Context: an optimization exercise on an open-source flow, tuned for small area. The choices shown serve that exercise and are no tape-out recipe.
In this exercise RTL edits were held to simulation tests only and were not proved equivalent to the original.
No activity file was given, so power comes from the tool's default toggle rates.

==> flow/design.v <==
module serper_unit (
    input  wire        clk,
    input  wire        rst,
    input  wire        in_valid,
    output wire        in_ready,
    input  wire [15:0] in_w,
    input  wire        in_draining,
    input  wire        in_ce,
    input  wire        in_brk,
    input  wire        in_nine,
    input  wire [15:0] in_bit_time,
    input  wire [18:0] in_frame,
    input  wire [31:0] in_now,
    input  wire [31:0] in_done_at,
    input  wire [18:0] in_frozen_rem,
    input  wire [18:0] in_accum,
    output reg         out_valid,
    output wire        out_noop,
    output wire [19:0] out_baud,
    output wire [18:0] out_tx_period,
    output wire [16:0] out_rx_period,
    output wire        out_resc,
    output wire        out_sched,
    output wire [15:0] out_bit_time,
    output wire [18:0] out_frame,
    output wire [31:0] out_time
);
    function [19:0] radd19(input [18:0] x, input [18:0] y, input ci);
        integer k;
        reg c;
        begin
            c = ci;
            for (k = 0; k < 19; k = k + 1) begin
                radd19[k] = x[k] ^ y[k] ^ c;
                c = (x[k] & y[k]) | (x[k] & c) | (y[k] & c);
            end
            radd19[19] = c;
        end
    endfunction
    function [16:0] radd16(input [15:0] x, input [15:0] y, input ci);
        integer k;
        reg c;
        begin
            c = ci;
            for (k = 0; k < 16; k = k + 1) begin
                radd16[k] = x[k] ^ y[k] ^ c;
                c = (x[k] & y[k]) | (x[k] & c) | (y[k] & c);
            end
            radd16[16] = c;
        end
    endfunction
    function gtc15(input [14:0] x, input [14:0] kc);
        integer k;
        reg g;
        begin
            g = 1'b0;
            for (k = 0; k < 15; k = k + 1)
                g = kc[k] ? (x[k] & g) : (x[k] | g);
            gtc15 = g;
        end
    endfunction
    function gtc17(input [16:0] x, input [16:0] kc);
        integer k;
        reg g;
        begin
            g = 1'b0;
            for (k = 0; k < 17; k = k + 1)
                g = kc[k] ? (x[k] & g) : (x[k] | g);
            gtc17 = g;
        end
    endfunction
    function carry19(input [18:0] x, input [18:0] y, input ci);
        integer k;
        reg c;
        begin
            c = ci;
            for (k = 0; k < 19; k = k + 1)
                c = (x[k] & y[k]) | (x[k] & c) | (y[k] & c);
            carry19 = c;
        end
    endfunction
    function carry13(input [12:0] x, input [12:0] y, input ci);
        integer k;
        reg c;
        begin
            c = ci;
            for (k = 0; k < 13; k = k + 1)
                c = (x[k] & y[k]) | (x[k] & c) | (y[k] & c);
            carry13 = c;
        end
    endfunction
    function [6:0] inc7(input [6:0] x);
        integer k;
        reg c;
        begin
            c = 1'b1;
            for (k = 0; k < 7; k = k + 1) begin
                inc7[k] = x[k] ^ c;
                c = x[k] & c;
            end
        end
    endfunction
    reg        busy;
    reg        divp, finp;
    reg [6:0]  t;           
    reg [34:0] a;
    reg [31:0] tm;          
    reg [15:0] d;           
    reg        cy;
    reg [15:0] period;
    reg        pset;
    reg        noop_q, drain_q, nine_q, ce_q, cenb_q;
    wire [14:0] m  = period[14:0];
    wire        nb = period[15];
    wire [15:0] n  = radd16({1'b0, m}, 16'd0, 1'b1);
    wire [3:0] idx =
        gtc15(m, 15'd31112) ? 4'd1  :
        gtc15(m, 15'd11440) ? 4'd2  :
        gtc15(m, 15'd5729)  ? 4'd3  :
        gtc15(m, 15'd2864)  ? 4'd4  :
        gtc15(m, 15'd1432)  ? 4'd5  :
        gtc15(m, 15'd715)   ? 4'd6  :
        gtc15(m, 15'd357)   ? 4'd7  :
        gtc15(m, 15'd237)   ? 4'd8  :
        gtc15(m, 15'd178)   ? 4'd9  :
        gtc15(m, 15'd108)   ? 4'd10 :
        gtc15(m, 15'd88)    ? 4'd11 :
        gtc15(m, 15'd58)    ? 4'd12 :
        gtc15(m, 15'd28)    ? 4'd13 :
        gtc15(m, 15'd25)    ? 4'd14 :
        gtc15(m, 15'd12)    ? 4'd15 : 4'd1;
    reg [17:0] rate;
    always @(*) begin
        case (idx)
            4'd2:  rate = 18'd300;
            4'd3:  rate = 18'd600;
            4'd4:  rate = 18'd1200;
            4'd5:  rate = 18'd2400;
            4'd6:  rate = 18'd4800;
            4'd7:  rate = 18'd9600;
            4'd8:  rate = 18'd14400;
            4'd9:  rate = 18'd19200;
            4'd10: rate = 18'd31400;
            4'd11: rate = 18'd38400;
            4'd12: rate = 18'd57600;
            4'd13: rate = 18'd115200;
            4'd14: rate = 18'd128000;
            4'd15: rate = 18'd256000;
            default: rate = 18'd110;
        endcase
    end
    assign out_baud = nb ? {1'b0, rate, 1'b0} : {2'b00, rate};
    wire [19:0] n10s = radd19({n, 3'b000}, {2'b00, n, 1'b0}, 1'b0);
    wire [18:0] n10 = n10s[18:0];
    wire [19:0] txs = radd19(n10, nb ? {3'b000, n} : 19'd0, 1'b0);
    wire [18:0] tx  = txs[18:0];
    wire [19:0] frs = radd19(n10, nine_q ? {3'b000, n} : 19'd0, 1'b0);
    assign out_tx_period = tx;
    assign out_rx_period = gtc17(tx[18:2], 17'd227) ? tx[18:2] : 17'd227;
    assign out_frame     = frs[18:0];
    assign out_bit_time  = n;
    assign out_noop  = noop_q;
    assign out_resc  = !noop_q && drain_q && (n != d);
    assign out_sched = out_resc && cenb_q;
    assign out_time  = tm;
    assign in_ready = !busy;
    wire accept = in_valid && !busy;
    wire [19:0] ddl  = radd19(in_done_at[18:0], ~in_now[18:0], 1'b1);
    wire        dd_ge = carry13(in_done_at[31:19], ~in_now[31:19], ddl[19]);
    wire        a_le = carry19(in_frame, ~in_accum, 1'b1);
    wire [18:0] rem0 =
        in_ce ? (in_brk ? in_frozen_rem : (dd_ge ? ddl[18:0] : 19'd0))
              : (a_le ? in_accum : in_frame);
    wire mul   = busy && !divp;
    wire fin   = finp;
    wire first = (t == 7'd0) || (t == 7'd39);
    wire [15:0] op1  = first ? 16'd0 : a[34:19];
    wire [15:0] op2  = mul ? ((a[0] && !fin) ? n : 16'd0) : ~d;
    wire [16:0] s    = radd16(op1, op2, !mul);
    wire        fits = s[16];
    wire sa   = cenb_q & tm[0];
    wire sb   = a[0];
    wire sc   = first ? (ce_q & (|a[34:20])) : cy;
    wire ssum = sa ^ sb ^ sc;
    always @(posedge clk) begin
        if (!busy)
            a <= {s[16:0], rem0[18:0]};
        else if (mul)
            a <= {s[16:0], a[18:1]};
        else
            a <= {(fits ? s[14:0] : a[33:19]), a[18:0], fits};
        cy <= (sa & sb) | (sa & sc) | (sb & sc);
        if (!busy)
            tm <= {in_now[24:0], in_now[31:25]};
        else if (fin)
            tm <= {ssum, tm[31:1]};
        else
            tm <= {tm[0], tm[31:1]};
        if (!busy) begin
            d       <= in_bit_time;
            noop_q  <= pset && (in_w == period);
            drain_q <= in_draining;
            nine_q  <= in_nine;
            ce_q    <= in_ce;
            cenb_q  <= in_ce && !in_brk;
        end
        if (accept)
            period <= in_w;
        t <= busy ? inc7(t) : 7'd0;
        if (!busy || t == 7'd38) divp <= 1'b0;
        else if (t == 7'd18)     divp <= 1'b1;
        if (!busy || t == 7'd70) finp <= 1'b0;
        else if (t == 7'd38)     finp <= 1'b1;
        if (rst) begin
            busy      <= 1'b0;
            pset      <= 1'b0;
            out_valid <= 1'b0;
        end else begin
            out_valid <= busy && (t == 7'd70);
            if (accept) begin
                busy <= 1'b1;
                pset <= 1'b1;
            end else if (t == 7'd70)
                busy <= 1'b0;
        end
    end
endmodule
==> flow/config.mk <==
export PLATFORM = sky130hd
export DESIGN_NAME = serper_unit
export DESIGN_NICKNAME = serper_unit
export VERILOG_FILES = /design/flow/design.v
export SDC_FILE = /design/flow/constraint.sdc
export NUM_CORES = 4
export LEC_CHECK = 0
export CAP_MARGIN = 20
export CORE_MARGIN = 2
export CORE_UTILIZATION = 40
export SLEW_MARGIN = 20
==> flow/constraint.sdc <==
create_clock -name core_clock -period 12.0 [get_ports {clk}]
set_input_delay 2.4000 -clock core_clock [delete_from_list [all_inputs] [get_ports {clk}]]
set_output_delay 2.4000 -clock core_clock [all_outputs]
set_load 0.01 [all_outputs]
standard.sh (not shown) runs the stock make flow with config.mk's settings and CLKGATE_MAP_FILE= SYNTH_SCRIPT=/design/flow/synth_recipe.tcl, a recipe that flattens the netlist after the stock synthesis.
==> flow/flow/run.sh <==
#!/bin/bash
# The standard ORFS layout (the standard.sh: standard synthesis, floorplan,
# placement, CTS, routing), with one change: the buffers that global placement
# puts on every input and output port are the smallest buffer cell, buf_1,
# instead of the default clkdlybuf4s50_1. make's full output goes to
# flow_make.log here; each ORFS step keeps its own log under orfs/logs/.
set -euo pipefail
bash standard.sh 'BUFFER_PORTS_ARGS=-buffer_cell sky130_fd_sc_hd__buf_1' finish > flow_make.log 2>&1
The starting point completed with no timing, DRC or antenna violations.
==> next run, changes <==
==> flow/run.sh (new file) <==
#!/bin/bash
# synth_recipe.tcl (not shown) runs the flow's synth.tcl, then flattens the netlist and writes it again
# the make line also repeats each setting of config.mk as NAME=value (left out here)
make -C /OpenROAD-flow-scripts/flow DESIGN_CONFIG=/design/flow/config.mk WORK_HOME=/design/flow/orfs CLKGATE_MAP_FILE= SYNTH_SCRIPT=/design/flow/synth_recipe.tcl finish
removed: flow/flow/run.sh
removed: flow/standard.sh
The changed run went through all stages and came out clean.
Clock power climbs slightly.
Setup slack is worse by 0.074 ns.
Sequential power is about the same.
Synthesized cell count stays the same.
Clock-buffer cell count decreases by 4.
Maximum frequency drops slightly.

port drivers added, routing unchanged:
How much do the figures lean on ideal ports? The routed layouts below were timed once more, with nothing changed but the port constraints.
Step 1 assumes that a clkbuf_16 drives the clock port and a buf_2 every other input.
Step 2 adds t to the input delays and takes it off the output delays; t is the mean of the earliest and latest rising clock arrival at the registers after step 1. Input paths then give back, and output paths get back, about the clock's delay inside the block.
Three values: no drivers, after step 1, after step 2; two values: the first two.
run	shift t [ns]	slack for setup (ns)	worst setup path after step 2	clock arrival spread, ns
the first run	0.455	0.365 / 0.318 / 0.162	input to register	0.027 / 0.026
the second run	0.466	0.291 / 0.244 / -0.040	input to register	0.016 / 0.016
With both steps, setup timing fails in the second run, where it was met with ideal ports. For the second run, which loses most, drivers alone change the setup slack by -0.047 ns; drivers and shift together by -0.331 ns.
